From an optimization exercise on the open Yosys and OpenROAD flow, aimed at small area; shortcuts taken in it are not production practice.
Function was checked by simulation only, so behaviour that the tests miss may differ from the original.
No driver is modelled on the clock port, so clocking that relies on it looks cheaper here than on a real chip.
Power is estimated from default activity; no workload was simulated.

==> flow/design.v <==
module a362m (
    input  wire        clk,
    input  wire        rst_n,
    input  wire        cmd_valid,
    input  wire [39:0] cmd_word,
    output wire        cmd_ready,
    output reg         done_valid,
    output wire [2:0]  done_status,
    output reg  [15:0] rd,
    output reg  [15:0] fx,
    output reg  [15:0] fy,
    output reg  [15:0] fz,
    output reg  [15:0] ft,
    output reg  [63:0] burst_buf,
    output reg  [3:0]  bufn,
    output reg  [7:0]  want,
    output reg  [7:0]  echo,
    output reg  [2:0]  status,
    output reg  [3:0]  err,
    output wire        busy,
    output wire        cs_open,
    output wire        tx_valid,
    output wire [7:0]  tx_byte,
    input  wire        rx_valid,
    input  wire [7:0]  rx_byte,
    input  wire        bus_fail
);
    localparam [4:0] OP_RD1    = 5'h01, OP_WR1   = 5'h02, OP_RD2    = 5'h03,
                     OP_WR2    = 5'h04, OP_RDB   = 5'h05, OP_DEC    = 5'h08,
                     OP_RDS8   = 5'h09, OP_RDS12 = 5'h0A, OP_RDXYZT = 5'h0B,
                     OP_WRC    = 5'h10, OP_SETB  = 5'h11, OP_SETF   = 5'h12,
                     OP_RDF    = 5'h13, OP_MEASON= 5'h14, OP_SRESET = 5'h15,
                     OP_CFGACT = 5'h18, OP_CFGINACT = 5'h19;
    localparam [2:0] ST_OK = 3'd0, ST_TF = 3'd1, ST_VM = 3'd2, ST_IF = 3'd3,
                     ST_IC = 3'd4;
    localparam [1:0] S_IDLE = 2'd0, S_XFER = 2'd1, S_GAP = 2'd2, S_LOOP = 2'd3;
    localparam [2:0] T_RDT  = 3'b000,    
                     T_THR  = 3'b001,    
                     T_VFY  = 3'b010,    
                     T_TIME = 3'b011,    
                     T_DATA = 3'b100,    
                     T_WR   = 3'b101,    
                     T_RDFP = 3'b110;    
    reg [1:0]  state;
    reg [2:0]  step;
    reg [3:0]  bidx;         
    reg [4:0]  op;
    reg [7:0]  b [0:7];
    wire [39:0] c   = cmd_word;
    wire [4:0]  cop = c[39:35];
    wire z0  = (c[7:0]   == 8'd0);
    wire z1  = (c[15:8]  == 8'd0);
    wire z2  = (c[23:16] == 8'd0);
    wire z3  = (c[31:24] == 8'd0);
    wire z72 = (c[7:2]   == 6'd0);
    wire r3  = (c[34:32] == 3'd0);
    wire r2  = (c[33:32] == 2'd0);
    reg c_legal;
    always @(*) begin
        case (cop)
            OP_RD1, OP_RD2:     c_legal = r3 & z0 & z1 & z2;
            OP_WR1, OP_RDB,
            OP_WRC:             c_legal = r3 & z1 & z2;
            OP_WR2:             c_legal = r3 & z2;
            OP_DEC:             c_legal = r2 & z2 & z3;
            OP_RDS8:            c_legal = r3 & z72 & z1 & z2 & z3;
            OP_RDS12:           c_legal = r2 & z72 & z1 & z2 & z3;
            OP_RDXYZT:          c_legal = r2 & z0 & z1 & z2 & z3;
            OP_SETB, OP_RDF:    c_legal = r3 & z0 & z1;
            OP_SETF:            c_legal = r3 & z1;
            OP_MEASON,
            OP_SRESET:          c_legal = r3 & z0 & z1 & z2 & z3;
            OP_CFGACT,
            OP_CFGINACT:        c_legal = ~c[34] & ~c[32];
            default:            c_legal = 1'b0;
        endcase
    end
    wire c_ctrl_bad = !((c[31:28] == 4'h2) && (c[27:24] != 4'hF));
    reg c_inval;
    always @(*) begin
        case (cop)
            OP_RDB:      c_inval = z0 | (c[7:3] != 5'd0 && c[7:0] != 8'd8);
            OP_RDS8:     c_inval = (c[1:0] == 2'd3);
            OP_WRC, OP_SETB:
                         c_inval = c_ctrl_bad;
            OP_SETF, OP_RDF:
                         c_inval = c_ctrl_bad | z2;
            OP_CFGACT:   c_inval = (c[31:27] != 5'd0) | ~z1;
            OP_CFGINACT: c_inval = (c[31:27] != 5'd0);
            default:     c_inval = 1'b0;
        endcase
    end
    wire c_dec  = (cop == OP_DEC);
    wire c_setb = (cop == OP_SETB);
    wire c_loop = (cop == OP_SETF) | (cop == OP_RDF);
    reg [2:0] c_step;
    always @(*) begin
        case (cop)
            OP_CFGACT, OP_CFGINACT:       c_step = T_THR;
            OP_SETB, OP_SETF, OP_MEASON:  c_step = T_RDT;
            OP_WR1, OP_WR2, OP_WRC,
            OP_SRESET:                    c_step = T_WR;
            default:                      c_step = T_DATA;
        endcase
    end
    wire [7:0] c_b0 = c[7:0] | (c_setb ? c[23:16] : 8'h00) |
                      ((cop == OP_MEASON) ? 8'h02 : 8'h00) |
                      ((cop == OP_SRESET) ? 8'h52 : 8'h00);
    reg [7:0] c_addr;
    always @(*) begin
        case (cop)
            OP_RDS8:   c_addr = {6'b000010, c[1:0]};
            OP_RDS12:  c_addr = {3'b000, c[1:0] != 2'd0, c[1:0] == 2'd0,    
                                  c[1] ~^ c[0], ~c[0], 1'b0};
            OP_RDXYZT: c_addr = 8'h0E;
            OP_MEASON: c_addr = 8'h2D;
            OP_SRESET: c_addr = 8'h1F;
            default:   c_addr = 8'h00;
        endcase
    end
    wire [7:0] c_b1 = {c[15:12] & {4{c[34] | ~c_dec}}, c[11:8]};
    wire flag    = b[7][3];
    wire o_cfg   = (op[4:1] == 4'b1100);
    wire o_act   = o_cfg & ~op[0];
    wire o_setf  = (op == OP_SETF);
    wire o_rdf   = (op == OP_RDF);
    wire o_rdb   = (op == OP_RDB);
    wire o_xyzt  = (op == OP_RDXYZT);
    wire o_rds12 = (op == OP_RDS12);
    wire o_rds8  = (op == OP_RDS8);
    wire o_meas  = (op == OP_MEASON);
    wire o_srst  = (op == OP_SRESET);
    wire o_wr2   = (op == OP_WR2);
    wire o_rd2   = (op == OP_RD2);
    wire wr_frame = step[0];
    wire off1     = (step == T_VFY);
    wire s2       = (step == T_RDT);
    reg [7:0] f_addr;
    always @(*) begin
        case (step)
            T_THR: f_addr = o_act ? 8'h20 : 8'h23;
            T_TIME: f_addr = o_act ? 8'h22 : 8'h25;
            T_VFY: f_addr = 8'h27;
            default: f_addr = o_cfg ? 8'h27 : b[3];
        endcase
    end
    reg [2:0] f_lastj;
    always @(*) begin
        if (step == T_THR || (step == T_TIME && !o_act) ||
            (step == T_WR && o_wr2) ||
            (step == T_DATA && (o_rd2 || o_rds12)))
            f_lastj = 3'd1;
        else if (step == T_DATA && o_xyzt) f_lastj = 3'd7;
        else f_lastj = 3'd0;
    end
    wire [7:0] p0 = (step == T_THR) ? b[2] : b[0];
    wire [7:0] p1 = (step == T_THR) ? b[3] : b[1];
    wire hdr = bidx[3];
    assign tx_byte = hdr ? (bidx[0] ? f_addr : {7'b0000101, ~wr_frame}) :
                     !wr_frame ? 8'h00 : (bidx[0] ? p1 : p0);
    assign tx_valid    = (state == S_XFER);
    assign cs_open     = tx_valid;
    assign cmd_ready   = (state == S_IDLE);
    assign busy        = !cmd_ready;
    assign done_status = status;
    wire [3:0] bidx_inc = bidx + 4'd1;
    wire last = !hdr && ((step == T_DATA && o_rdb) ? (bidx_inc[2:0] == b[7][2:0])
                                                 : (bidx[2:0] == f_lastj));
    wire hmask = bidx[0] & ~flag & (o_rds12 | o_xyzt);
    wire [7:0] rx_eff = {rx_byte[7:4] & {4{~hmask}}, rx_byte[3:0]} &
                        (o_rdf ? b[2] : 8'hFF);
    wire [2:0] wj = {bidx[2:1], bidx[0] | off1};   
    wire al = b[1][0];
    wire aligning = !al & b[2][0];
    wire thermo_bad = |(b[2][7:1] & ~b[2][6:0]);
    wire val_bad = o_setf & |(b[0] & ~b[2]);
    wire rot0 = o_setf ? (al | b[2][0]) : (!al & !b[2][0]);
    wire need_vfy = o_cfg | ((op == OP_WRC || op == OP_SETB || o_setf) && b[3] == 8'h27);
    wire [7:0] rx_b0 = (rx_eff & ~(b[2] & {8{s2 & ~o_cfg}})) |
                       (b[0] & {8{s2 & ~o_cfg}}) |
                       ((s2 & o_cfg) ? (op[0] ? (flag ? 8'h0C : 8'h04)
                                               : (flag ? 8'h03 : 8'h01)) : 8'h00);
    wire accept   = (state == S_IDLE) & cmd_valid;
    wire in_gap   = (state == S_GAP);
    wire in_loop  = (state == S_LOOP);
    wire loop_end = in_loop & bidx[3];
    wire commit   = (in_gap & (step == T_DATA) & ~o_rdf) | (loop_end & (step == T_RDFP));
    wire vfy_end  = in_gap & (step == T_VFY);
    wire wr_end   = in_gap & (step == T_WR) & ~need_vfy;
    wire chk_fail = in_loop & ~bidx[3] & aligning & (thermo_bad | val_bad);
    wire tf       = tx_valid & bus_fail;
    wire vm       = vfy_end & (b[0] != b[1]);
    wire fin_ic = accept & ~c_legal;
    wire fin_if = (accept & c_legal & c_inval) | chk_fail;
    wire fin    = fin_ic | fin_if | tf | commit | vfy_end | wr_end;
    wire [2:0] code = {fin_ic, fin_if | vm, fin_if | tf};
    wire en_rd   = commit & ~o_xyzt & ~o_rdb;
    wire rd_hi   = o_rd2 | o_rds12 | (op == OP_DEC);
    wire en_xyzt = commit & o_xyzt;
    wire en_rdb  = commit & o_rdb;
    wire k_rd    = rst_n & en_rd;
    wire k_rdh   = rst_n & en_rd & rd_hi;
    wire h_rd    = rst_n & ~en_rd;
    wire k_xyzt  = rst_n & en_xyzt;
    wire h_xyzt  = rst_n & ~en_xyzt;
    wire k_vfy   = rst_n & vfy_end;
    wire h_vfy   = rst_n & ~vfy_end;
    wire k_fin   = rst_n & fin;
    wire h_fin   = rst_n & ~fin;
    wire k_bn    = rst_n & en_rdb;
    wire h_bn    = rst_n & ~en_rdb;
    wire [15:0] n_rd, n_fx, n_fy, n_fz, n_ft;
    wire [7:0]  n_want, n_echo;
    wire [3:0]  n_bufn;
    wire [2:0]  n_status;
    a362m_hold #(8)  u_rdl (.s(b[0]), .q(rd[7:0]),  .k(k_rd),  .h(h_rd), .d(n_rd[7:0]));
    a362m_hold #(8)  u_rdh (.s(b[1]), .q(rd[15:8]), .k(k_rdh), .h(h_rd), .d(n_rd[15:8]));
    a362m_hold #(64) u_f   (.s({b[7], b[6], b[5], b[4], b[3], b[2], b[1], b[0]}),
                            .q({ft, fz, fy, fx}), .k(k_xyzt), .h(h_xyzt),
                            .d({n_ft, n_fz, n_fy, n_fx}));
    a362m_hold #(16) u_we  (.s({b[1], b[0]}), .q({echo, want}), .k(k_vfy), .h(h_vfy),
                            .d({n_echo, n_want}));
    a362m_hold #(4)  u_bn  (.s(bidx), .q(bufn), .k(k_bn), .h(h_bn), .d(n_bufn));
    a362m_hold #(3)  u_st  (.s(code), .q(status), .k(k_fin), .h(h_fin), .d(n_status));
    always @(posedge clk) begin
        rd   <= n_rd;
        fx   <= n_fx;
        fy   <= n_fy;
        fz   <= n_fz;
        ft   <= n_ft;
        want <= n_want;
        echo <= n_echo;
        bufn <= n_bufn;
        status <= n_status;
        err[0] <= rst_n & (err[0] | tf);
        err[1] <= rst_n & (err[1] | vm);
        err[2] <= rst_n & (err[2] | fin_if);
        err[3] <= rst_n & (err[3] | fin_ic);
        done_valid <= rst_n & fin;
    end
    genvar gi;
    generate
        for (gi = 0; gi < 8; gi = gi + 1) begin : g_burst
            wire en_i = en_rdb & (gi < bidx);
            wire k_i  = rst_n & en_i;
            wire h_i  = rst_n & ~en_i;
            wire [7:0] n_i;
            a362m_hold #(8) u_bb (.s(b[gi]), .q(burst_buf[8*gi +: 8]), .k(k_i), .h(h_i), .d(n_i));
            always @(posedge clk) burst_buf[8*gi +: 8] <= n_i;
        end
    endgenerate
    always @(posedge clk) begin
        if (!rst_n) begin
            state <= S_IDLE;
        end else begin
            case (state)
                S_IDLE:
                    if (cmd_valid && c_legal && !c_inval)
                        state <= c_dec ? S_GAP : c_loop ? S_LOOP : S_XFER;
                S_XFER:
                    if (bus_fail) state <= S_IDLE;
                    else if (rx_valid && last) state <= S_GAP;
                S_LOOP:
                    if (!bidx[3]) begin
                        if (aligning && (thermo_bad || val_bad)) state <= S_IDLE;
                    end else if (step == T_RDFP) begin
                        state <= S_IDLE;
                    end else begin
                        state <= S_XFER;
                    end
                S_GAP:
                    case (step)
                        T_WR:    state <= need_vfy ? S_XFER : S_IDLE;
                        T_VFY:   state <= S_IDLE;
                        T_DATA, T_RDFP, 3'b111:
                                 state <= o_rdf ? S_LOOP : S_IDLE;
                        default: state <= S_XFER;
                    endcase
            endcase
        end
    end
    always @(posedge clk) begin
        case (state)
            S_IDLE: if (cmd_valid) begin
                op    <= cop;
                b[0]  <= c_b0;
                b[1]  <= c_b1;
                b[2]  <= c[23:16];
                b[3]  <= c[31:24] | c_addr;
                b[7][3:0] <= {(cop[4:1] == 4'b1100) ? c[33] : c[34], c[2:0]};
                step  <= c_step;
                bidx  <= c_loop ? 4'd0 : 4'd14;
            end
            S_XFER: begin
                if (!bus_fail && rx_valid) begin
                    if (!hdr && !wr_frame) begin
                        if (wj == 3'd0) b[0] <= rx_b0;
                        else b[wj] <= rx_eff;
                    end
                    bidx <= bidx_inc;
                end
            end
            S_LOOP: begin
                if (!bidx[3]) begin
                    b[2] <= {b[2][0], b[2][7:1]};
                    if (rot0) b[0] <= {b[0][0], b[0][7:1]};
                    if (aligning) b[1][0] <= 1'b1;
                    bidx <= bidx_inc;
                end else begin
                    bidx <= 4'd14;
                end
            end
            S_GAP: begin
                bidx <= 4'd14;
                case (step)
                    T_THR:  step <= T_TIME;
                    T_TIME: step <= T_RDT;
                    T_RDT:  step <= T_WR;
                    T_WR:   step <= T_VFY;
                    T_VFY:  ;
                    default: begin
                        step <= T_RDFP;
                        bidx <= 4'd0;
                        b[1][0] <= 1'b0;
                    end
                endcase
            end
        endcase
    end
endmodule
module a362m_hold #(parameter W = 8) (
    input  wire [W-1:0] s,
    input  wire [W-1:0] q,
    input  wire         k,
    input  wire         h,
    output wire [W-1:0] d
);
    assign d = (s & {W{k}}) | (q & {W{h}});
endmodule
==> flow/flow/run.sh <==
#!/bin/bash
# The standard flow (standard.sh) with these changes:
#  - synthesis: the standard flow's own synthesis script (synth_recipe.tcl), except that
#    ABC maps the logic with an area-oriented script (flow/area.abc, hooked
#    in by flow/abc_override.tcl); the registers are not touched
#  - input and output port buffers: sky130_fd_sc_hd__buf_1
#  - clock tree: clkbuf_4 buffers, no dummy loads
#  - after CTS: non-critical cells downsized (flow/post_cts.tcl)
# Each tool's output is logged by ORFS under orfs/logs; make's is in
# standard.log.
set -euo pipefail
HERE=$PWD
{
  printf 'set ::env(MY_ABC_SCRIPT) {%s}\n' "$HERE/flow/area.abc"
  cat flow/abc_override.tcl
  cat synth_recipe.tcl
} > synth_area.tcl
sed "s#SYNTH_SCRIPT=[^ ]*#SYNTH_SCRIPT=$HERE/synth_area.tcl#" standard.sh > standard_area.sh
grep -q "SYNTH_SCRIPT=$HERE/synth_area.tcl" standard_area.sh
export BUFFER_PORTS_ARGS="-buffer_cell sky130_fd_sc_hd__buf_1"
export CTS_ARGS="-sink_clustering_enable -repair_clock_nets -dont_use_dummy_load -buf_list sky130_fd_sc_hd__clkbuf_4 -sink_clustering_size 10 -sink_clustering_max_diameter 45"
export POST_CTS_TCL="$HERE/flow/post_cts.tcl"
bash standard_area.sh > standard.log 2>&1
==> flow/flow/abc_override.tcl <==
# ABC maps the logic between the registers with flow/area.abc, an
# area-oriented script, in place of ORFS's speed script; every other
# argument of the call is kept.
proc abc {args} {
  set i [lsearch -exact $args -script]
  if {$i >= 0} {
    set args [lreplace $args [expr {$i + 1}] [expr {$i + 1}] $::env(MY_ABC_SCRIPT)]
  }
  yosys abc {*}$args
}
==> flow/flow/area.abc <==
strash
&get -n
&fraig -x
&put
scorr
dc2
strash
dch -f
map -a
&get -n
&st
&syn2
&dch -f
&nf -a -R 1000
&put
==> flow/flow/post_cts.tcl <==
# After CTS: downsize cells off the critical paths, then repair any slew or
# capacitance limits that broke, and legalize the placement again.
estimate_parasitics -placement
repair_timing -recover_power 100 -verbose
repair_design -slew_margin 20 -cap_margin 20 -verbose
detailed_placement
check_placement -verbose
==> flow/standard.sh <==
#!/bin/bash
# synth_recipe.tcl (not shown) runs the flow's synth.tcl, then flattens the netlist and writes it again
# the make line also repeats each setting of config.mk as NAME=value (left out here)
make -C /OpenROAD-flow-scripts/flow DESIGN_CONFIG=/design/flow/config.mk WORK_HOME=/design/flow/orfs CLKGATE_MAP_FILE= SYNTH_SCRIPT=/design/flow/synth_recipe.tcl "${@:-finish}"
==> flow/config.mk <==
export PLATFORM = sky130hd
export DESIGN_NAME = a362m
export DESIGN_NICKNAME = a362m
export VERILOG_FILES = /design/flow/design.v
export SDC_FILE = /design/flow/constraint.sdc
export NUM_CORES = 4
export LEC_CHECK = 0
export CAP_MARGIN = 20
export CORE_MARGIN = 2
export CORE_UTILIZATION = 50
export PLACE_DENSITY = 0.7
export SLEW_MARGIN = 20
export SYNTH_HIERARCHICAL = 1
==> flow/constraint.sdc <==
create_clock -name core_clock -period 7.0 [get_ports {clk}]
set_input_delay 1.4000 -clock core_clock [delete_from_list [all_inputs] [get_ports {clk}]]
set_output_delay 1.4000 -clock core_clock [all_outputs]
set_load 0.01 [all_outputs]
==> out/qor.csv, run 1 <==
stage;metric;value;unit
floorplan;Die H;145.7;µm
sta;RSZ-0062 raised after global routing;no;
final_layout;area growth from synthesis to layout;15.14;%
min_path;Hold WC Path Type;reg -> reg;
floorplan;Initial Utilization;51.21;%
yosys;Yosys reg bits;250;
sta;Tightest Pin Transition;1086;ps
yosys;sequential element share of the synthesized area;57.47;%
cts;clk sinks;250;
yosys;Post-synth EDFFs;76;
final_layout;commonest cells after routing, fill and taps aside;buf_1, a22o_1, dfxtp_1;
yosys;post-synthesis cell count;891;
yosys;Async S/R FF share, synth;0;%
route;Via Count;8913;
power_and_ir_drop;P_leak;4.166;nW
global_routing;vias in the first global route;8207;
setup_path;crit-path cells;nor4bb_1, and2_0, nand2b_1, nand4b_1, a22o_1, buf_1;
sta;final worst slack;2408;ps
floorplan;die width;145.7;µm
route;wire per inst;22.88;µm
sta;FMAX;217.8;MHz
status;outcome;timing/DRC/antenna clean;
final_layout;final cell count without fillers;1434;
job;Max Cap Violations;0;
setup_path;CP endpoint kind;output port;
final_layout;Final #Nets;1232;
setup_path;Critical path buffers and inverters;1;
sta;Final setup viols;0;
sta;Final Max Slew Viols;0;
sta;relative slew slack;27.48;%
setup_path;crit path kind;reg -> out;
route;TritonRoute pass-1 iters;5;
yosys;syn nets;954;
placed_design;Inst Count DP;1401;
cts;Skew-Pair Late Insertion Delay;690;ps
cts;CTS tree;done;
global_routing;initial antenna violation count;1;
route;vias per cell;6.215;
sta;final setup skew;67.38;ps
setup_path;Data arrival, critical path;3190;ps
power_and_ir_drop;Peak VDD IR;0.08253;mV
sta;fin crit period;4592;ps
floorplan;Core Area;19590;µm²
sta;Setup Total Neg Slack;0;ps
power_and_ir_drop;PD cells;205.6;nW/µm²
global_routing;Tot GR Track Use;29.67;%
placed_design;GPL Wtd Cong;0.9617;
yosys;Mapped Area;10030;µm²
route;detailed-route wire length;32810;µm
global_routing;grt ovf;0;
floorplan;row cnt;51;
global_routing;global-route wire length before repair;49560;µm
cts;CTS clk-pin slew, worst paths;110;ps
placed_design;port buffer count;239;
placed_design;worst slack, placed;2539;ps
floorplan;io pins;240;
yosys;Synth area leaders;dfxtp_1, edfxtp_1, a22o_1;
setup_path;Worst EP required;5600;ps
route;violation count after the first detailed-routing iteration;873;
yosys;Synth Flop Type;dfxtp_1;
sta;Hold Vio Cnt, Final;0;
yosys;Cell variety after synth;54;
route;Antenna Violating Nets Remaining;0;
setup_path;crit path launch type;flip-flop;
final_layout;fin util;58.96;%
yosys;average size of a mapped cell;11.26;µm²
sta;Tcrit/Tclk final;65.60;%
final_layout;share of cells above drive strength 1;4.113;%
yosys;largest area contributor in the netlist;dfxtp_1;
route;Remaining DRCs;0;
setup_path;Crit path largest cell delay;940;ps
setup_path;CP max-delay cell;nor4bb_1;
placed_design;HPWL Detailed;24010;µm
yosys;Yosys top cell area share;34.72;%
final_layout;commonest non-fill, non-tap cell in the layout;buf_1;
floorplan;Total Die Area;21210;µm²
global_routing;largest net degree at the start of global routing;50;
setup_path;maximum fanout along the worst path;8;
setup_path;CP delay by family, top;simple AND/OR/NAND/NOR gates;
yosys;synth warn;7;
final cells by class:
cell class | count | area [µm²]
tap | 265 | 331.6
clock buffer | 30 | 225.2
fill | 1754 | 8039
antenna | 2 | 5.005
inverter | 37 | 138.9
timing repair buffer | 250 | 972.2
sequential | 250 | 5766
multi-input combinational | 600 | 4113
synth_stat cells (all sizes together), types with 5 or more instances:
library cell	instances
nand3	16
o22ai	6
clkinv	37
a21o	7
and3	6
ha	10
dfxtp	174
nor3	11
edfxtp	76
nand2b	10
nor2b	14
nor4	9
o21ai	50
xor2	7
nand2	59
o211ai	5
a22oi	10
a21oi	49
mux4	8
and2	6
a31oi	6
nor2	67
a22o	174
a221oi	8
a211oi	9
sequential cells by signal, indices dropped and copies added (netlist names), 16 cells and up:
name	count
b	64
burst_buf	64
ft	16
fx	16
fy	16
fz	16
rd	16
kinds of logic after synthesis:
kind of cell,Yosys count,synth area share (%)
adder cells (fa/ha/maj),10,1.247
buffers and inverters,41,1.684
flip-flops,250,57.47
XOR/XNOR,11,0.9603
AO/OA/AOI/OAI,348,26.00
AND/OR/NAND/NOR,218,10.33
multiplexers,13,2.307
power by group:
part           internal [mW]  switching (mW)
combinational         0.0580           0.116
clock                  0.196           0.442
sequential              1.51          0.0492
routing by layer:
layer  global-route usage (%)  wire length [µm]  up-vias
met4                    9.412              1071        0
met5                        0                 0        -
li1                         -                 -     4036
met3                    5.047              3016       82
met1                    43.74             14440     4280
met2                    44.76             14280      515
metrics by stage:
stage / hold WS [ps] / area, µm² / power (mW)
6_report: 475.0 / 11550 / 2.375
5_1_grt: 485.0 / 11550 / 2.457
3_5_place_dp: 450.8 / 11320 / 1.764
3_3_place_gp: 451.1 / 11320 / 1.763
2_1_floorplan: 475.6 / 10030 / 1.672
final timing paths:
check | startpoint | endpoint | slack (ps) | depth (start not counted)
setup reg to reg | op[2] | fz[10] | 3440 | 9
hold / removal | ft[2] | ft[2] | 470 | 1
setup / recovery | op[1] | tx_byte[0] | 2410 | 6
hold reg to reg | ft[2] | ft[2] | 470 | 1
==> run 2, diff against run 1 <==
--- a/flow/config.mk
+++ b/flow/config.mk
@@ -9,4 +9,4 @@
 export CORE_MARGIN = 2
-export CORE_UTILIZATION = 50
-export PLACE_DENSITY = 0.7
+export CORE_UTILIZATION = 60
+export PLACE_DENSITY = 0.75
 export SLEW_MARGIN = 20
==> out/qor.csv, run 2 <==
stage;metric;value;unit;change
status;outcome;timing/DRC/antenna clean;;
min_path;hold endpoint;fy[1];;
sta;Hold WS;468.5;ps;-6.462 ps
min_path;Hold WC Path Type;reg -> reg;;
floorplan;die width;133.3;µm;-8.5%
cts;Skew-Pair Late Insertion Delay;650;ps;-40 ps
setup_path;reg2reg setup slack;3490;ps;+50 ps
route;detailed-route wire length;32610;µm;-0.61%
yosys;largest area contributor in the netlist;dfxtp_1;;
setup_path;Crit path largest cell delay;870;ps;-70 ps
power_and_ir_drop;P_leak;4.181;nW;+0.35%
final_layout;commonest cells after routing, fill and taps aside;buf_1, a22o_1, dfxtp_1;;
yosys;Post-synth EDFFs;76;;unchanged
yosys;Yosys top cell area share;34.72;%;unchanged
global_routing;Tot GR Track Use;35.72;%;+6.1 points
yosys;Cell variety after synth;54;;unchanged
cts;CTS tree;done;;
setup_path;worst reg2reg path startpoint;op[3];;
final_layout;area occupied by multi-input gates;4120;µm²;+0.18%
cts;CTS clk-pin slew, worst paths;80;ps;-30 ps
global_routing;grt ovf;0;;unchanged
sta;Tcrit/Tclk final;62.78;%;-2.8 points
setup_path;Critical path buffers and inverters;1;;unchanged
min_path;HP Start;fy[1];;
floorplan;Total Die Area;17770;µm²;-16%
final_layout;area growth from synthesis to layout;14.94;%;
floorplan;Die H;133.3;µm;-8.5%
sta;Tightest Pin Transition;1050;ps;-35.11 ps
global_routing;global-route wire length before repair;49070;µm;-1.0%
placed_design;worst slack, placed;2490;ps;-49.46 ps
placed_design;Area after DPL;11260;µm²;-0.56%
route;Remaining DRCs;0;;unchanged
final_layout;register area;5766;µm²;unchanged
job;Max Cap Violations;0;;unchanged
setup_path;CP max-delay cell;nor4bb_1;;
final_layout;fillers;1324;;-25%
global_routing;largest net degree at the start of global routing;54;;+8.0%
yosys;sequential element share of the synthesized area;57.47;%;unchanged
route;vias per cell;6.570;;+5.7%
placed_design;GPL Wtd Cong;0.9615;;about the same
setup_path;crit path launch type;flip-flop;;
global_routing;initial antenna violation count;1;;unchanged
yosys;Yosys reg bits;250;;unchanged
final_layout;cell area after layout;11530;µm²;-0.17%
floorplan;Core Area;16470;µm²;-16%
sta;Hold Vio Cnt, Final;0;;unchanged
setup_path;worst reg2reg path depth;8;;-1
sta;Final setup viols;0;;unchanged
route;Antenna Violating Nets Remaining;0;;unchanged
cts;clk sinks;250;;unchanged
setup_path;CP delay by family, top;simple AND/OR/NAND/NOR gates;;
final_layout;share of cells above drive strength 1;4.359;%;+0.25 points
sta;Final Max Slew Viols;0;;unchanged
setup_path;Data arrival, critical path;2990;ps;-200 ps
setup_path;reg-to-reg endpoint;fy[4];;
yosys;Mapped Area;10030;µm²;unchanged
yosys;syn nets;954;;unchanged
yosys;Async S/R FF share, synth;0;%;unchanged
yosys;post-synthesis cell count;891;;unchanged
sta;final worst slack;2605;ps;+197.4 ps
sta;Setup Total Neg Slack;0;ps;unchanged
sta;RSZ-0062 raised after global routing;no;;
floorplan;io pins;240;;unchanged
yosys;synth warn;7;;unchanged
setup_path;CP endpoint kind;output port;;
sta;FMAX;227.5;MHz;+4.5%
yosys;Synth Flop Type;dfxtp_1;;
power_and_ir_drop;PD cells;208.5;nW/µm²;+1.4%
route;wire per inst;23.44;µm;+2.5%
setup_path;crit-path cells;nor4bb_1, and2_0, nand2b_1, nand4b_1, a22o_1, buf_1;;
setup_path;maximum fanout along the worst path;8;;unchanged
floorplan;Initial Utilization;60.93;%;+9.7 points
yosys;average size of a mapped cell;11.26;µm²;unchanged
final_layout;commonest non-fill, non-tap cell in the layout;buf_1;;
route;TritonRoute pass-1 iters;7;;+2
sta;final setup skew;96.26;ps;+28.87 ps
power_and_ir_drop;Peak VDD IR;0.1674;mV;+100%
route;violation count after the first detailed-routing iteration;987;;+13%
final_layout;Largest regs;b x64, burst_buf x64;;
final_layout;Final #Nets;1235;;+0.24%
placed_design;HPWL Detailed;23830;µm;-0.74%
placed_design;port buffer count;239;;unchanged
setup_path;Worst EP required;5600;ps;about the same
sta;fin crit period;4395;ps;-197.4 ps
sta;relative slew slack;29.82;%;+2.3 points
yosys;Synth area leaders;dfxtp_1, edfxtp_1, a22o_1;;
floorplan;row cnt;47;;-7.8%
setup_path;crit path kind;reg -> out;;
global_routing;vias in the first global route;8525;;+3.9%
route;Via Count;9139;;+2.5%
yosys;synth cell count leaders;a22o_1, dfxtp_1, edfxtp_1;;
min_path;Hold Crit Depth;1;;unchanged
==> run 2: cell counts after synthesis <==
No cell type changed its count.
==> run 2: worst reg2reg max path: cells and delay by family, from the launching register on <==
| family | cells | cell delay (ps) |
|---|---|---|
| AO/OA/AOI/OAI | 2 | 470 |
| buffers and inverters | 1 | 520 |
| AND/OR/NAND/NOR | 5 | 1910 |
| flip-flops | 1 | 460 |
==> run 2: power by group <==
| group | internal [mW] | switching, mW | total, mW |
|---|---|---|---|
| combinational | 0.0568 | 0.121 | 0.178 |
| sequential | 1.51 | 0.0443 | 1.56 |
| clock | 0.224 | 0.444 | 0.668 |
| total | 1.79 | 0.609 | 2.40 |
==> run 2: area by class of cell <==
| class | instances | area share [%] |
|---|---|---|
| flip-flops and latches | 250 | 50.00 |
| diodes | 1 | 0.02170 |
| inverters | 37 | 1.204 |
| repair buffers | 249 | 8.442 |
| multi-input cells | 600 | 35.73 |
| well taps | 220 | 2.387 |
| clock buffers | 34 | 2.214 |
==> run 2: kinds of logic (layout without fill, tap and decap cells) <==
logic type	after synthesis	count (layout)	synth area share (%)
AND/OR/NAND/NOR	218	218	10.33
buffers and inverters	41	320	1.684
flip-flops	250	250	57.47
AO/OA/AOI/OAI	348	348	26.00
other	0	1	0
XOR/XNOR	11	11	0.9603
multiplexers	13	13	2.307
adder cells (fa/ha/maj)	10	10	1.247
==> run 2: worst max-delay path by stage <==
stage / start / to / cells past startpoint
2_1_floorplan: rst_n / ft[14] / 3
6_report: op[1] / tx_byte[0] / 6
3_3_place_gp: cmd_word[36] / status[1] / 14
5_1_grt: op[1] / tx_byte[2] / 5
3_5_place_dp: cmd_word[36] / status[1] / 14
==> run 2: per-stage QoR <==
step | util (%) | power [mW] | instances
after detailed placement | 68.37 | 1.761 | 1355
after floorplan | - | 1.672 | 891
after global placement | 68.37 | 1.760 | 1355
after global routing | 70.03 | 2.475 | 1391
final | 70.03 | 2.404 | 1391
==> run 2: layer usage <==
metal / global-route usage, % / routed length [µm]
met2: 55.56 / 14770
met1: 50.05 / 13060
met3: 7.306 / 3533
met5: 0 / 0
met4: 12.88 / 1250
==> run 3, diff against run 2 <==
--- a/flow/design.v
+++ b/flow/design.v
@@ -129,5 +129,2 @@
     wire o_rds12 = (op == OP_RDS12);
-    wire o_rds8  = (op == OP_RDS8);
-    wire o_meas  = (op == OP_MEASON);
-    wire o_srst  = (op == OP_SRESET);
     wire o_wr2   = (op == OP_WR2);
@@ -140,5 +137,5 @@
         case (step)
-            T_THR: f_addr = o_act ? 8'h20 : 8'h23;
-            T_TIME: f_addr = o_act ? 8'h22 : 8'h25;
-            T_VFY: f_addr = 8'h27;
+            T_THR:   f_addr = o_act ? 8'h20 : 8'h23;
+            T_TIME:  f_addr = o_act ? 8'h22 : 8'h25;
+            T_VFY:   f_addr = 8'h27;
             default: f_addr = o_cfg ? 8'h27 : b[3];
==> out/qor.csv, run 3 <==
stage;metric;value;unit;change
final_layout;commonest cells after routing, fill and taps aside;buf_1, a22o_1, dfxtp_1;;
final_layout;share of cells above drive strength 1;4.359;%;unchanged
power_and_ir_drop;Peak VDD IR;0.1674;mV;unchanged
yosys;Cell variety after synth;54;;unchanged
route;Antenna Violating Nets Remaining;0;;unchanged
setup_path;maximum fanout along the worst path;8;;unchanged
setup_path;Critical Path Start;op[1];;
cts;CTS clk-pin slew, worst paths;80;ps;about the same
power_and_ir_drop;Reg power frac;64.8;%;about the same
sta;Tightest Pin Transition;1050;ps;unchanged
yosys;synth cell count leaders;a22o_1, dfxtp_1, edfxtp_1;;
yosys;synth warn;7;;unchanged
job;Max Cap Violations;0;;unchanged
sta;Final Max Slew Viols;0;;unchanged
setup_path;crit path launch type;flip-flop;;
floorplan;die width;133.3;µm;unchanged
min_path;Hold WC Path Type;reg -> reg;;
floorplan;row cnt;47;;unchanged
sta;RSZ-0062 raised after global routing;no;;
yosys;Mapped Area;10030;µm²;unchanged
setup_path;Worst EP required;5600;ps;about the same
yosys;Yosys top cell area share;34.72;%;unchanged
yosys;Async S/R FF share, synth;0;%;unchanged
floorplan;Initial Utilization;60.93;%;unchanged
yosys;adder-cell area share of the yosys netlist;1.247;%;unchanged
cts;clk sinks;250;;unchanged
final_layout;commonest non-fill, non-tap cell in the layout;buf_1;;
setup_path;Critical path buffers and inverters;1;;unchanged
yosys;Synth Flop Type;dfxtp_1;;
cts;CTS tree;done;;
final_layout;Largest regs;b x64, burst_buf x64;;
yosys;Synth area leaders;dfxtp_1, edfxtp_1, a22o_1;;
yosys;sequential element share of the synthesized area;57.47;%;unchanged
yosys;syn nets;954;;unchanged
setup_path;CP max-delay cell;nor4bb_1;;
status;outcome;timing/DRC/antenna clean;;
route;detailed-route wire length;32610;µm;unchanged
placed_design;HPWL Detailed;23830;µm;unchanged
yosys;Post-synth EDFFs;76;;unchanged
setup_path;CP delay by family, top;simple AND/OR/NAND/NOR gates;;
sta;FMAX;227.5;MHz;unchanged
yosys;average size of a mapped cell;11.26;µm²;unchanged
floorplan;Die H;133.3;µm;unchanged
final_layout;area growth from synthesis to layout;14.94;%;unchanged
route;TritonRoute pass-1 iters;7;;unchanged
power_and_ir_drop;P_leak;4.181;nW;unchanged
sta;final setup skew;96.26;ps;unchanged
yosys;simple-gate share of the synthesized area;10.33;%;unchanged
power_and_ir_drop;Clock power frac;27.8;%;about the same
placed_design;GPL Wtd Cong;0.9615;;unchanged
global_routing;vias in the first global route;8525;;unchanged
yosys;mux cell area share after synthesis;2.307;%;unchanged
power_and_ir_drop;Logic pwr share;7.4;%;about the same
yosys;Yosys reg bits;250;;unchanged
yosys;largest family of logic cells by synthesized area;compound AO/OA/AOI/OAI gates;;
power_and_ir_drop;switching share of power;25.34;%;unchanged
route;vias per cell;6.570;;unchanged
global_routing;global-route wire length before repair;49070;µm;unchanged
setup_path;worst reg2reg path startpoint;op[3];;
yosys;complex-gate fraction of the synthesized area;26.00;%;unchanged
setup_path;crit path kind;reg -> out;;
route;violation count after the first detailed-routing iteration;987;;unchanged
final_layout;fillers;1324;;unchanged
route;Via Count;9139;;unchanged
power_and_ir_drop;Sw Pwr;609.3;µW;unchanged
setup_path;Crit path largest cell delay;870;ps;about the same
global_routing;initial antenna violation count;1;;unchanged
yosys;XOR/XNOR Fraction of Synth Area;0.9603;%;unchanged
global_routing;largest net degree at the start of global routing;54;;unchanged
route;Remaining DRCs;0;;unchanged
yosys;largest area contributor in the netlist;dfxtp_1;;
sta;Setup Total Neg Slack;0;ps;unchanged
setup_path;Data arrival, critical path;2990;ps;about the same
global_routing;grt ovf;0;;unchanged
min_path;HP Start;fy[1];;
sta;Hold WS;468.5;ps;unchanged
cts;Skew-Pair Late Insertion Delay;650;ps;about the same
final_layout;Final #Nets;1235;;unchanged
yosys;post-synthesis cell count;891;;unchanged
sta;fin crit period;4395;ps;unchanged
sta;Hold Vio Cnt, Final;0;;unchanged
sta;Final setup viols;0;;unchanged
sta;relative slew slack;29.82;%;unchanged
setup_path;crit-path cells;nor4bb_1, and2_0, nand2b_1, nand4b_1, a22o_1, buf_1;;
setup_path;CP endpoint kind;output port;;
floorplan;Total Die Area;17770;µm²;unchanged
floorplan;io pins;240;;unchanged
placed_design;port buffer count;239;;unchanged
power_and_ir_drop;PD cells;208.5;nW/µm²;unchanged
route;wire per inst;23.44;µm;unchanged
power_and_ir_drop;P_int;1.795;mW;unchanged
sta;Tcrit/Tclk final;62.78;%;unchanged
global_routing;Tot GR Track Use;35.72;%;unchanged
floorplan;Core Area;16470;µm²;unchanged
run 3: path summary, 6_finish.rpt:
kind	endpoint	slack (ps)	depth (start not counted)
min reg2reg	fy[1]	470	1
min	fy[1]	470	1
max	tx_byte[0]	2610	6
max reg2reg	fy[4]	3490	8
run 3: layer usage:
layer	share of wire (%)	global-route usage, %	vias up	wire [µm]
met2	45	55.56	611	14770
met4	3.8	12.88	0	1250
met5	0	0	-	0
li1	-	-	4054	-
met3	11	7.306	117	3533
met1	40	50.05	4357	13060
run 3: layout make-up:
| type | instances | area [µm²] | area share [%] |
|---|---|---|---|
| Antenna cell | 1 | 2.502 | 0.02170 |
| Clock buffer | 34 | 255.2 | 2.214 |
| Inverter | 37 | 138.9 | 1.204 |
| Multi-Input combinational cell | 600 | 4120 | 35.73 |
| Sequential cell | 250 | 5766 | 50.00 |
| Tap cell | 220 | 275.3 | 2.387 |
| Timing Repair Buffer | 249 | 973.4 | 8.442 |
run 3: worst register-to-register path, cell delays in order, from the launching register on:
cell and delay [ps]:
edfxtp_1 460, nor3b_1 420, nand3_1 410, nand4_1 190
o21ai_0 250, nor2b_1 260, nor2_4 630, buf_4 520
a22o_1 220
run 3: power groups by stage:
| stage | registers (mW) | clock network, mW | logic, mW |
|---|---|---|---|
| 2_1_floorplan | 1.57 | 0 | 0.101 |
| 3_3_place_gp | 1.59 | 0 | 0.172 |
| 3_5_place_dp | 1.59 | 0 | 0.173 |
| 5_1_grt | 1.56 | 0.725 | 0.191 |
| 6_report | 1.56 | 0.668 | 0.178 |
run 3: metrics by stage:
stage | cell area [µm²] | util (%) | instances | worst slack [ps] | total power [mW]
floorplan | 10030 | - | 891 | 2684 | 1.672
global placement | 11260 | 68.37 | 1355 | 2645 | 1.760
detailed placement | 11260 | 68.37 | 1355 | 2490 | 1.761
global route | 11530 | 70.03 | 1391 | 2441 | 2.475
finish | 11530 | 70.03 | 1391 | 2605 | 2.404
run 3: kinds of logic (layout without fill, tap and decap cells):
| kind of cell | Yosys count | count (layout) |
|---|---|---|
| flip-flops | 250 | 250 |
| buffers and inverters | 41 | 320 |
| multiplexers | 13 | 13 |
| adder cells (fa/ha/maj) | 10 | 10 |
| AO/OA/AOI/OAI | 348 | 348 |
| XOR/XNOR | 11 | 11 |
| other | 0 | 1 |
| AND/OR/NAND/NOR | 218 | 218 |
==> run 4, diff against run 3 <==
--- a/flow/flow/run.sh
+++ b/flow/flow/run.sh
@@ -20,3 +20,3 @@
 export BUFFER_PORTS_ARGS="-buffer_cell sky130_fd_sc_hd__buf_1"
-export CTS_ARGS="-sink_clustering_enable -repair_clock_nets -dont_use_dummy_load -buf_list sky130_fd_sc_hd__clkbuf_4 -sink_clustering_size 10 -sink_clustering_max_diameter 45"
+export CTS_ARGS="-sink_clustering_enable -repair_clock_nets -dont_use_dummy_load -buf_list sky130_fd_sc_hd__clkbuf_4 -sink_clustering_size 12 -sink_clustering_max_diameter 40"
 export POST_CTS_TCL="$HERE/flow/post_cts.tcl"
==> out/qor.csv, run 4 <==
stage;metric;value;unit;change
setup_path;worst reg2reg path depth;7;;-1
setup_path;Critical Path Start;op[1];;
setup_path;crit path kind;reg -> out;;
yosys;Yosys top cell area share;34.72;%;unchanged
setup_path;worst setup path end;tx_byte[0];;
final_layout;share of cells above drive strength 1;4.359;%;unchanged
yosys;post-synthesis cell count;891;;unchanged
cts;CTS tree;done;;
yosys;adder-cell area share of the yosys netlist;1.247;%;unchanged
yosys;simple-gate share of the synthesized area;10.33;%;unchanged
setup_path;crit path launch type;flip-flop;;
route;Antenna Violating Nets Remaining;0;;unchanged
yosys;Mapped Area;10030;µm²;unchanged
final_layout;fillers;1311;;-0.98%
yosys;synth warn;7;;unchanged
global_routing;vias in the first global route;8465;;-0.70%
setup_path;CP endpoint kind;output port;;
sta;relative slew slack;34.18;%;+4.4 points
cts;CTS clk-pin slew, worst paths;70;ps;about the same
yosys;average size of a mapped cell;11.26;µm²;unchanged
setup_path;Data arrival, critical path;2990;ps;about the same
placed_design;Inst Count DP;1355;;unchanged
yosys;mux cell area share after synthesis;2.307;%;unchanged
cts;clk sinks;250;;unchanged
global_routing;grt ovf;0;;unchanged
job;Max Cap Violations;0;;unchanged
setup_path;CP max-delay cell;nor4bb_1;;
yosys;largest area contributor in the netlist;dfxtp_1;;
sta;Final Max Slew Viols;0;;unchanged
floorplan;Total Die Area;17770;µm²;unchanged
setup_path;Worst EP required;5600;ps;about the same
sta;Setup Total Neg Slack;0;ps;unchanged
route;wire per inst;23.37;µm;-0.30%
placed_design;port buffer count;239;;unchanged
setup_path;worst reg2reg path startpoint;bidx[3];;
final_layout;fin util;70.05;%;about the same
floorplan;row cnt;47;;unchanged
route;detailed-route wire length;32540;µm;-0.23%
setup_path;Crit path largest cell delay;880;ps;about the same
final_layout;register area;5766;µm²;unchanged
floorplan;Initial Utilization;60.93;%;unchanged
power_and_ir_drop;total power;2.404;mW;about the same
sta;Tightest Pin Transition;974.0;ps;-76.47 ps
power_and_ir_drop;P_leak;4.181;nW;about the same
setup_path;maximum fanout along the worst path;8;;unchanged
final_layout;commonest non-fill, non-tap cell in the layout;buf_1;;
floorplan;io pins;240;;unchanged
final_layout;area occupied by multi-input gates;4120;µm²;unchanged
yosys;largest family of logic cells by synthesized area;compound AO/OA/AOI/OAI gates;;
min_path;Hold WC Path Type;reg -> reg;;
global_routing;global-route wire length before repair;48880;µm;-0.38%
yosys;syn nets;954;;unchanged
setup_path;crit-path cells;nor4bb_1, and2_0, nand2b_1, nand4b_1, a22o_1, buf_1;;
yosys;Synth area leaders;dfxtp_1, edfxtp_1, a22o_1;;
final_layout;commonest cells after routing, fill and taps aside;buf_1, a22o_1, dfxtp_1;;
route;Remaining DRCs;0;;unchanged
sta;RSZ-0062 raised after global routing;no;;
floorplan;die width;133.3;µm;unchanged
sta;final setup skew;83.33;ps;-12.93 ps
route;violation count after the first detailed-routing iteration;1065;;+7.9%
yosys;Cell variety after synth;54;;unchanged
sta;Final setup viols;0;;unchanged
route;TritonRoute pass-1 iters;5;;-2
yosys;Yosys reg bits;250;;unchanged
yosys;Synth Flop Type;dfxtp_1;;
yosys;Post-synth EDFFs;76;;unchanged
global_routing;largest net degree at the start of global routing;54;;unchanged
placed_design;GPL Wtd Cong;0.9615;;unchanged
power_and_ir_drop;PD cells;208.4;nW/µm²;about the same
route;Via Count;9214;;+0.82%
sta;FMAX;228.0;MHz;+0.21%
final_layout;Largest regs;b x64, burst_buf x64;;
sta;fin crit period;4386;ps;-9.010 ps
sta;Tcrit/Tclk final;62.66;%;-0.13 points
final_layout;Final #Nets;1235;;unchanged
power_and_ir_drop;Peak VDD IR;0.1986;mV;+19%
global_routing;Tot GR Track Use;35.56;%;-0.15 points
cts;Skew-Pair Late Insertion Delay;650;ps;about the same
final_layout;area growth from synthesis to layout;14.97;%;about the same
sta;Hold WS;470.4;ps;+1.943 ps
status;outcome;timing/DRC/antenna clean;;
global_routing;initial antenna violation count;1;;unchanged
yosys;complex-gate fraction of the synthesized area;26.00;%;unchanged
floorplan;Die H;133.3;µm;unchanged
yosys;Async S/R FF share, synth;0;%;unchanged
yosys;synth cell count leaders;a22o_1, dfxtp_1, edfxtp_1;;
placed_design;HPWL Detailed;23830;µm;unchanged
yosys;XOR/XNOR Fraction of Synth Area;0.9603;%;unchanged
yosys;sequential element share of the synthesized area;57.47;%;unchanged
setup_path;reg2reg setup slack;3530;ps;+40 ps
sta;Hold Vio Cnt, Final;0;;unchanged
setup_path;reg-to-reg endpoint;burst_buf[5];;
floorplan;Core Area;16470;µm²;unchanged
final_layout;final cell count without fillers;1392;;+0.072%
route;vias per cell;6.619;;+0.75%
run 4: worst min path at each step:
| stage | from | end | slack, ps | cells past startpoint |
|---|---|---|---|---|
| after floorplan | b[4][0] | burst_buf[32] | 480 | 1 |
| after global placement | fx[9] | fx[9] | 450 | 1 |
| after detailed placement | fz[13] | fz[13] | 450 | 1 |
| after global routing | fy[1] | fy[1] | 480 | 1 |
| final | fy[1] | fy[1] | 470 | 1 |
run 4: final cells by class:
type	instances	area share, %
Timing Repair Buffer	249	8.440
Clock buffer	34	2.213
Inverter	37	1.204
Multi-Input combinational cell	600	35.72
Tap cell	220	2.387
Sequential cell	250	49.99
Antenna cell	2	0.04339
run 4: logic make-up (layout without fill, tap and decap cells):
family,Yosys count,count (layout)
compound gates,348,348
flops,250,250
simple gates,218,218
buf+inv,41,320
mux,13,13
xor+xnor,11,11
fa+ha+maj,10,10
other cells,0,2
run 4: worst max-delay path, delay by kind of cell, from the launching register on:
kind,cells,cell delay [ps]
flip-flops,1,530
buffers and inverters,1,150
AND/OR/NAND/NOR,4,1470
AO/OA/AOI/OAI,1,230
run 4: where the power goes:
part           total [mW]  leakage, nW  internal [mW]  switching (mW)
Sequential           1.56         2.11           1.51          0.0443
Clock               0.667        0.156          0.225           0.443
Combinational       0.178         1.91         0.0568           0.121
Total                2.40         4.18           1.80           0.608
run 4: metal layers:
layer / GRT usage (%) / share of wire (%)
met1: 50.18 / 40
met2: 55.41 / 46
met3: 7.534 / 11
met4: 11.41 / 2.9
met5: 0 / 0
run 4: per-stage QoR:
stage	cell area (µm²)	setup WS, ps
finish	11530	2614
global route	11530	2462
floorplan	10030	2684
global placement	11260	2645
detailed placement	11260	2490
==> run 5, diff against run 4 <==
--- a/flow/flow/run.sh
+++ b/flow/flow/run.sh
@@ -20,3 +20,3 @@
 export BUFFER_PORTS_ARGS="-buffer_cell sky130_fd_sc_hd__buf_1"
-export CTS_ARGS="-sink_clustering_enable -repair_clock_nets -dont_use_dummy_load -buf_list sky130_fd_sc_hd__clkbuf_4 -sink_clustering_size 12 -sink_clustering_max_diameter 40"
+export CTS_ARGS="-sink_clustering_enable -repair_clock_nets -dont_use_dummy_load -buf_list {sky130_fd_sc_hd__clkbuf_2 sky130_fd_sc_hd__clkbuf_4} -sink_clustering_size 10 -sink_clustering_max_diameter 45"
 export POST_CTS_TCL="$HERE/flow/post_cts.tcl"
==> out/qor.csv, run 5 <==
stage;metric;value;unit;change
yosys;Cell variety after synth;54;;unchanged
global_routing;Tot GR Track Use;35.72;%;+0.15 points
final_layout;area growth from synthesis to layout;14.94;%;about the same
setup_path;Data arrival, critical path;2990;ps;about the same
route;vias per cell;6.570;;-0.74%
min_path;Hold Crit Depth;1;;unchanged
route;Via Count;9139;;-0.81%
final_layout;cell area after layout;11530;µm²;about the same
global_routing;grt ovf;0;;unchanged
min_path;hold endpoint;fy[1];;
yosys;Synth area leaders;dfxtp_1, edfxtp_1, a22o_1;;
setup_path;Critical Path Start;op[1];;
floorplan;Die H;133.3;µm;unchanged
route;Antenna Violating Nets Remaining;0;;unchanged
cts;clk sinks;250;;unchanged
setup_path;crit path launch type;flip-flop;;
yosys;largest area contributor in the netlist;dfxtp_1;;
yosys;Synth Flop Type;dfxtp_1;;
setup_path;worst reg2reg path depth;8;;+1
route;wire per inst;23.44;µm;+0.30%
setup_path;Crit path largest cell delay;870;ps;about the same
placed_design;GPL Wtd Cong;0.9615;;unchanged
setup_path;CP endpoint kind;output port;;
setup_path;reg-to-reg endpoint;fy[4];;
final_layout;commonest non-fill, non-tap cell in the layout;buf_1;;
power_and_ir_drop;Reg power frac;64.8;%;about the same
floorplan;Initial Utilization;60.93;%;unchanged
global_routing;vias in the first global route;8525;;+0.71%
yosys;Yosys reg bits;250;;unchanged
floorplan;Core Area;16470;µm²;unchanged
floorplan;die width;133.3;µm;unchanged
setup_path;crit-path cells;nor4bb_1, and2_0, nand2b_1, nand4b_1, a22o_1, buf_1;;
yosys;Mapped Area;10030;µm²;unchanged
setup_path;maximum fanout along the worst path;8;;unchanged
route;TritonRoute pass-1 iters;7;;+2
route;violation count after the first detailed-routing iteration;987;;-7.3%
power_and_ir_drop;switching share of power;25.34;%;+0.033 points
power_and_ir_drop;Sw Pwr;609.3;µW;+0.14%
sta;Tcrit/Tclk final;62.78;%;+0.13 points
power_and_ir_drop;Peak VDD IR;0.1674;mV;-16%
final_layout;fin util;70.03;%;about the same
setup_path;Worst EP required;5600;ps;about the same
power_and_ir_drop;P_int;1.795;mW;about the same
final_layout;Largest regs;b x64, burst_buf x64;;
setup_path;worst reg2reg path startpoint;op[3];;
setup_path;reg2reg setup slack;3490;ps;-40 ps
cts;CTS clk-pin slew, worst paths;80;ps;about the same
yosys;sequential element share of the synthesized area;57.47;%;unchanged
final_layout;share of cells above drive strength 1;4.359;%;unchanged
floorplan;Total Die Area;17770;µm²;unchanged
yosys;syn nets;954;;unchanged
sta;fin crit period;4395;ps;+9.010 ps
placed_design;Area after DPL;11260;µm²;unchanged
sta;Setup Total Neg Slack;0;ps;unchanged
status;outcome;timing/DRC/antenna clean;;
yosys;average size of a mapped cell;11.26;µm²;unchanged
yosys;post-synthesis cell count;891;;unchanged
yosys;Async S/R FF share, synth;0;%;unchanged
sta;relative slew slack;29.82;%;-4.4 points
sta;RSZ-0062 raised after global routing;no;;
power_and_ir_drop;P_leak;4.181;nW;about the same
yosys;Yosys top cell area share;34.72;%;unchanged
sta;final setup skew;96.26;ps;+12.93 ps
sta;Final setup viols;0;;unchanged
job;Max Cap Violations;0;;unchanged
global_routing;global-route wire length before repair;49070;µm;+0.38%
sta;FMAX;227.5;MHz;-0.20%
global_routing;largest net degree at the start of global routing;54;;unchanged
final_layout;final cell count without fillers;1391;;-0.072%
global_routing;initial antenna violation count;1;;unchanged
setup_path;CP max-delay cell;nor4bb_1;;
setup_path;crit path kind;reg -> out;;
final_layout;Final #Nets;1235;;unchanged
floorplan;row cnt;47;;unchanged
yosys;Post-synth EDFFs;76;;unchanged
yosys;synth warn;7;;unchanged
sta;Tightest Pin Transition;1050;ps;+76.47 ps
floorplan;io pins;240;;unchanged
sta;Hold Vio Cnt, Final;0;;unchanged
power_and_ir_drop;Clock power frac;27.8;%;about the same
route;detailed-route wire length;32610;µm;+0.23%
yosys;synth cell count leaders;a22o_1, dfxtp_1, edfxtp_1;;
route;Remaining DRCs;0;;unchanged
min_path;HP Start;fy[1];;
sta;Final Max Slew Viols;0;;unchanged
placed_design;port buffer count;239;;unchanged
final_layout;commonest cells after routing, fill and taps aside;buf_1, a22o_1, dfxtp_1;;
cts;Skew-Pair Late Insertion Delay;650;ps;about the same
power_and_ir_drop;Logic pwr share;7.4;%;about the same
cts;CTS tree;done;;
placed_design;Inst Count DP;1355;;unchanged
placed_design;HPWL Detailed;23830;µm;unchanged
power_and_ir_drop;PD cells;208.5;nW/µm²;about the same
min_path;Hold WC Path Type;reg -> reg;;
## run 5: cell counts after synthesis
Identical to the previous run, type by type.
## run 5: worst max-delay path, delay by kind of cell, from the launching register on
family | cells | cell delay (ps)
AND/OR/NAND/NOR | 4 | 1460
flip-flops | 1 | 520
AO/OA/AOI/OAI | 1 | 230
buffers and inverters | 1 | 150
## run 5: worst max-delay path by stage
| stage | end | slack [ps] | cells after the start |
|---|---|---|---|
| floorplan | ft[14] | 2680 | 3 |
| global placement | status[1] | 2650 | 14 |
| detailed placement | status[1] | 2490 | 14 |
| global route | tx_byte[2] | 2440 | 5 |
| finish | tx_byte[0] | 2610 | 6 |
## run 5: logic make-up after synthesis
kind of cell	Yosys count	synth area share, %
buf+inv	41	1.684
simple gates	218	10.33
mux	13	2.307
flops	250	57.47
xor+xnor	11	0.9603
compound gates	348	26.00
fa+ha+maj	10	1.247
## run 5: layout make-up
cell class,instances,area (µm²)
tap,220,275.3
clock buffer,34,255.2
multi-input combinational,600,4120
antenna,1,2.502
timing repair buffer,249,973.4
inverter,37,138.9
sequential,250,5766
fill,1324,4935
## run 5: power by group through the flow
stage               Combinational, mW  Clock [mW]  Sequential, mW
finish                          0.178       0.668            1.56
global route                    0.191       0.725            1.56
global placement                0.172           0            1.59
floorplan                       0.101           0            1.57
detailed placement              0.173           0            1.59
## run 5: metal layers
layer	share of wire [%]	global-route usage, %	vias up
met5	0	0	-
met4	3.8	12.88	0
met3	11	7.306	117
met2	45	55.56	611
met1	40	50.05	4357
li1	-	-	4054
## run 5: stage by stage
step           power (mW)  hold WS [ps]  setup WS [ps]
3_5_place_dp        1.761         451.2           2490
2_1_floorplan       1.672         475.6           2684
5_1_grt             2.475         476.9           2441
3_3_place_gp        1.760         450.0           2645
6_report            2.404         468.5           2605
==> run 6, diff against run 5 <==
--- a/flow/flow/run.sh
+++ b/flow/flow/run.sh
@@ -20,4 +20,5 @@
 export BUFFER_PORTS_ARGS="-buffer_cell sky130_fd_sc_hd__buf_1"
-export CTS_ARGS="-sink_clustering_enable -repair_clock_nets -dont_use_dummy_load -buf_list {sky130_fd_sc_hd__clkbuf_2 sky130_fd_sc_hd__clkbuf_4} -sink_clustering_size 10 -sink_clustering_max_diameter 45"
+export CTS_ARGS="-sink_clustering_enable -repair_clock_nets -dont_use_dummy_load -buf_list sky130_fd_sc_hd__clkbuf_4 -sink_clustering_size 10 -sink_clustering_max_diameter 45"
 export POST_CTS_TCL="$HERE/flow/post_cts.tcl"
+export POST_GLOBAL_ROUTE_TCL="$HERE/flow/post_grt.tcl"
 bash standard_area.sh > standard.log 2>&1
==> flow/flow/post_grt.tcl (new file) <==
# After global routing: downsize cells off the critical paths once more, now
# with global-route parasitics, repair any slew or capacitance limit that
# broke, legalize, and reroute the nets that changed.
estimate_parasitics -global_routing
global_route -start_incremental
repair_timing -recover_power 100 -verbose
repair_design -slew_margin 20 -cap_margin 20 -verbose
detailed_placement
check_placement -verbose
global_route -end_incremental
estimate_parasitics -global_routing
==> out/qor.csv, run 6 <==
stage;metric;value;unit;change
status;outcome;timing/DRC/antenna clean;;
route;wire per inst;23.44;µm;about the same
floorplan;Initial Utilization;60.93;%;unchanged
power_and_ir_drop;P_int;1.795;mW;about the same
power_and_ir_drop;Reg power frac;64.8;%;about the same
power_and_ir_drop;Clock power frac;27.8;%;about the same
sta;Final setup viols;0;;unchanged
final_layout;area growth from synthesis to layout;14.73;%;
global_routing;grt ovf;0;;unchanged
placed_design;port buffer count;239;;unchanged
min_path;HP Start;fy[1];;
setup_path;maximum fanout along the worst path;8;;unchanged
route;TritonRoute pass-1 iters;6;;-1
sta;Final Max Slew Viols;0;;unchanged
setup_path;reg2reg setup slack;3230;ps;-260 ps
yosys;sequential element share of the synthesized area;57.47;%;unchanged
placed_design;HPWL Detailed;23830;µm;unchanged
setup_path;worst reg2reg path depth;8;;unchanged
global_routing;largest net degree at the start of global routing;54;;unchanged
final_layout;Final #Nets;1235;;unchanged
yosys;Post-synth EDFFs;76;;unchanged
yosys;Yosys top cell area share;34.72;%;unchanged
power_and_ir_drop;Peak VDD IR;0.1676;mV;about the same
placed_design;GPL Wtd Cong;0.9615;;unchanged
global_routing;global-route wire length before repair;49070;µm;unchanged
final_layout;commonest cells after routing, fill and taps aside;buf_1, a22o_1, dfxtp_1;;
final_layout;Largest regs;b x64, burst_buf x64;;
yosys;largest area contributor in the netlist;dfxtp_1;;
final_layout;share of cells above drive strength 1;4.274;%;-0.085 points
yosys;Yosys reg bits;250;;unchanged
setup_path;CP endpoint kind;output port;;
yosys;Async S/R FF share, synth;0;%;unchanged
placed_design;Inst Count DP;1355;;unchanged
min_path;hold endpoint;fy[1];;
route;Remaining DRCs;0;;unchanged
min_path;Hold WC Path Type;reg -> reg;;
sta;Setup Total Neg Slack;0;ps;unchanged
power_and_ir_drop;Sw Pwr;609.4;µW;about the same
route;vias per cell;6.590;;+0.30%
cts;CTS clk-pin slew, worst paths;80;ps;about the same
power_and_ir_drop;PD cells;208.9;nW/µm²;+0.18%
sta;Tightest Pin Transition;1010;ps;-40.85 ps
sta;FMAX;227.6;MHz;about the same
global_routing;initial antenna violation count;1;;unchanged
cts;CTS tree;done;;
min_path;Hold Crit Depth;1;;unchanged
final_layout;fin util;69.90;%;-0.13 points
floorplan;Total Die Area;17770;µm²;unchanged
yosys;average size of a mapped cell;11.26;µm²;unchanged
sta;Hold WS;468.5;ps;+0.02000 ps
yosys;Synth Flop Type;dfxtp_1;;
sta;Hold Vio Cnt, Final;0;;unchanged
final_layout;commonest non-fill, non-tap cell in the layout;buf_1;;
power_and_ir_drop;Logic pwr share;7.4;%;about the same
setup_path;Data arrival, critical path;2990;ps;about the same
cts;Skew-Pair Late Insertion Delay;640;ps;about the same
sta;relative slew slack;32.55;%;+2.7 points
sta;fin crit period;4394;ps;-1.270 ps
route;Antenna Violating Nets Remaining;0;;unchanged
setup_path;Worst EP required;5600;ps;about the same
floorplan;Die H;133.3;µm;unchanged
setup_path;reg-to-reg endpoint;fy[4];;
sta;Tcrit/Tclk final;62.77;%;about the same
route;detailed-route wire length;32650;µm;+0.12%
power_and_ir_drop;switching share of power;25.35;%;about the same
yosys;syn nets;954;;unchanged
setup_path;crit path kind;reg -> out;;
yosys;synth warn;7;;unchanged
setup_path;crit-path cells;nor4bb_1, and2_0, nand2b_1, nand4b_1, a22o_1, buf_1;;
yosys;Mapped Area;10030;µm²;unchanged
floorplan;row cnt;47;;unchanged
cts;clk sinks;250;;unchanged
floorplan;io pins;240;;unchanged
job;Max Cap Violations;0;;unchanged
setup_path;CP max-delay cell;nor4bb_1;;
global_routing;Tot GR Track Use;35.72;%;unchanged
setup_path;Crit path largest cell delay;870;ps;about the same
floorplan;die width;133.3;µm;unchanged
setup_path;crit path launch type;flip-flop;;
setup_path;worst reg2reg path startpoint;op[3];;
sta;final setup skew;95.93;ps;-0.3251 ps
power_and_ir_drop;total power;2.404;mW;about the same
route;violation count after the first detailed-routing iteration;1062;;+7.6%
yosys;Cell variety after synth;54;;unchanged
yosys;synth cell count leaders;a22o_1, dfxtp_1, edfxtp_1;;
global_routing;vias in the first global route;8525;;unchanged
route;Via Count;9180;;+0.45%
final_layout;final cell count without fillers;1393;;+0.14%
floorplan;Core Area;16470;µm²;unchanged
yosys;post-synthesis cell count;891;;unchanged
yosys;Synth area leaders;dfxtp_1, edfxtp_1, a22o_1;;
power_and_ir_drop;P_leak;4.170;nW;-0.26%
## run 6: cell counts after synthesis
No cell type changed its count.
## run 6: how the worst max path moves through the flow
| stage | to | slack [ps] | from |
|---|---|---|---|
| 3_5_place_dp | status[1] | 2490 | cmd_word[36] |
| 3_3_place_gp | status[1] | 2650 | cmd_word[36] |
| 6_report | tx_byte[0] | 2610 | op[1] |
| 2_1_floorplan | ft[14] | 2680 | rst_n |
## run 6: layout make-up
| class | instances | area, µm² |
|---|---|---|
| tap | 220 | 275.3 |
| sequential | 250 | 5766 |
| fill | 1327 | 4956 |
| inverter | 37 | 138.9 |
| clock buffer | 34 | 255.2 |
| antenna | 3 | 7.507 |
| timing repair buffer | 249 | 947.2 |
| multi-input combinational | 600 | 4120 |
## run 6: power groups by stage
| stage | combinational, mW | clock, mW | sequential (mW) |
|---|---|---|---|
| 2_1_floorplan | 0.101 | 0 | 1.57 |
| 3_3_place_gp | 0.172 | 0 | 1.59 |
| 3_5_place_dp | 0.173 | 0 | 1.59 |
| 6_report | 0.178 | 0.668 | 1.56 |
## run 6: logic make-up after synthesis
family / after synthesis / synth area share (%)
AOI/OAI and AO/OA: 348 / 26.00
adders and majority gates: 10 / 1.247
buffers and inverters: 41 / 1.684
muxes: 13 / 2.307
and+or+nand+nor: 218 / 10.33
DFF: 250 / 57.47
xor gates and xnor gates: 11 / 0.9603
## run 6: metal layers
layer	track usage, %	up-vias	part of all wire (%)
met3	7.306	112	11
li1	-	4059	-
met4	12.88	0	4.0
met5	0	-	0
met2	55.56	625	45
met1	50.05	4384	40
## run 6: stage by stage
step	worst slack [ps]	area [µm²]
6_report	2606	11510
3_5_place_dp	2490	11260
3_3_place_gp	2645	11260
2_1_floorplan	2684	10030
## run 6: critical path: cells and delay by family (launching register included)
| kind | cells | cell delay, ps |
|---|---|---|
| buffers and inverters | 1 | 150 |
| AND/OR/NAND/NOR | 4 | 1460 |
| flip-flops | 1 | 530 |
| AO/OA/AOI/OAI | 1 | 230 |

## afterwards: timing with drivers on the ports
The flow's constraints put no driver on any port. The routed layouts listed below were extracted and timed again, unchanged, in two steps.
Step 1 (the two cells are an assumption about what drives the block):
set clk [get_ports {clk}]
set_driving_cell -lib_cell sky130_fd_sc_hd__clkbuf_16 $clk
set_driving_cell -lib_cell sky130_fd_sc_hd__buf_2 [delete_from_list [all_inputs] $clk]
Step 2 times the ports against the registers' clock, not the clock port: input delays grow and output delays shrink by t, the midpoint of the rising clock arrivals with the driver on.
Three values: ideal, step 1, step 2; two values: the first two.
| run | shift t [ns] | setup slack, ns | cell pins on the clock port's net |
|---|---|---|---|
| run 1 | 0.705 | 2.408 / 2.367 / 2.429 | 1 |
| run 2 | 0.641 | 2.605 / 2.565 / 2.439 | 1 |
| run 3 | 0.641 | 2.605 / 2.565 / 2.439 | 1 |
| run 4 | 0.643 | 2.614 / 2.575 / 2.412 | 1 |
| run 5 | 0.641 | 2.605 / 2.565 / 2.439 | 1 |
| run 6 | 0.638 | 2.606 / 2.565 / 2.437 | 1 |
After both steps setup and hold are still met in every run listed. The setup slack of run 4, which loses most, moves by -0.039 ns with the drivers and by -0.202 ns with both steps.
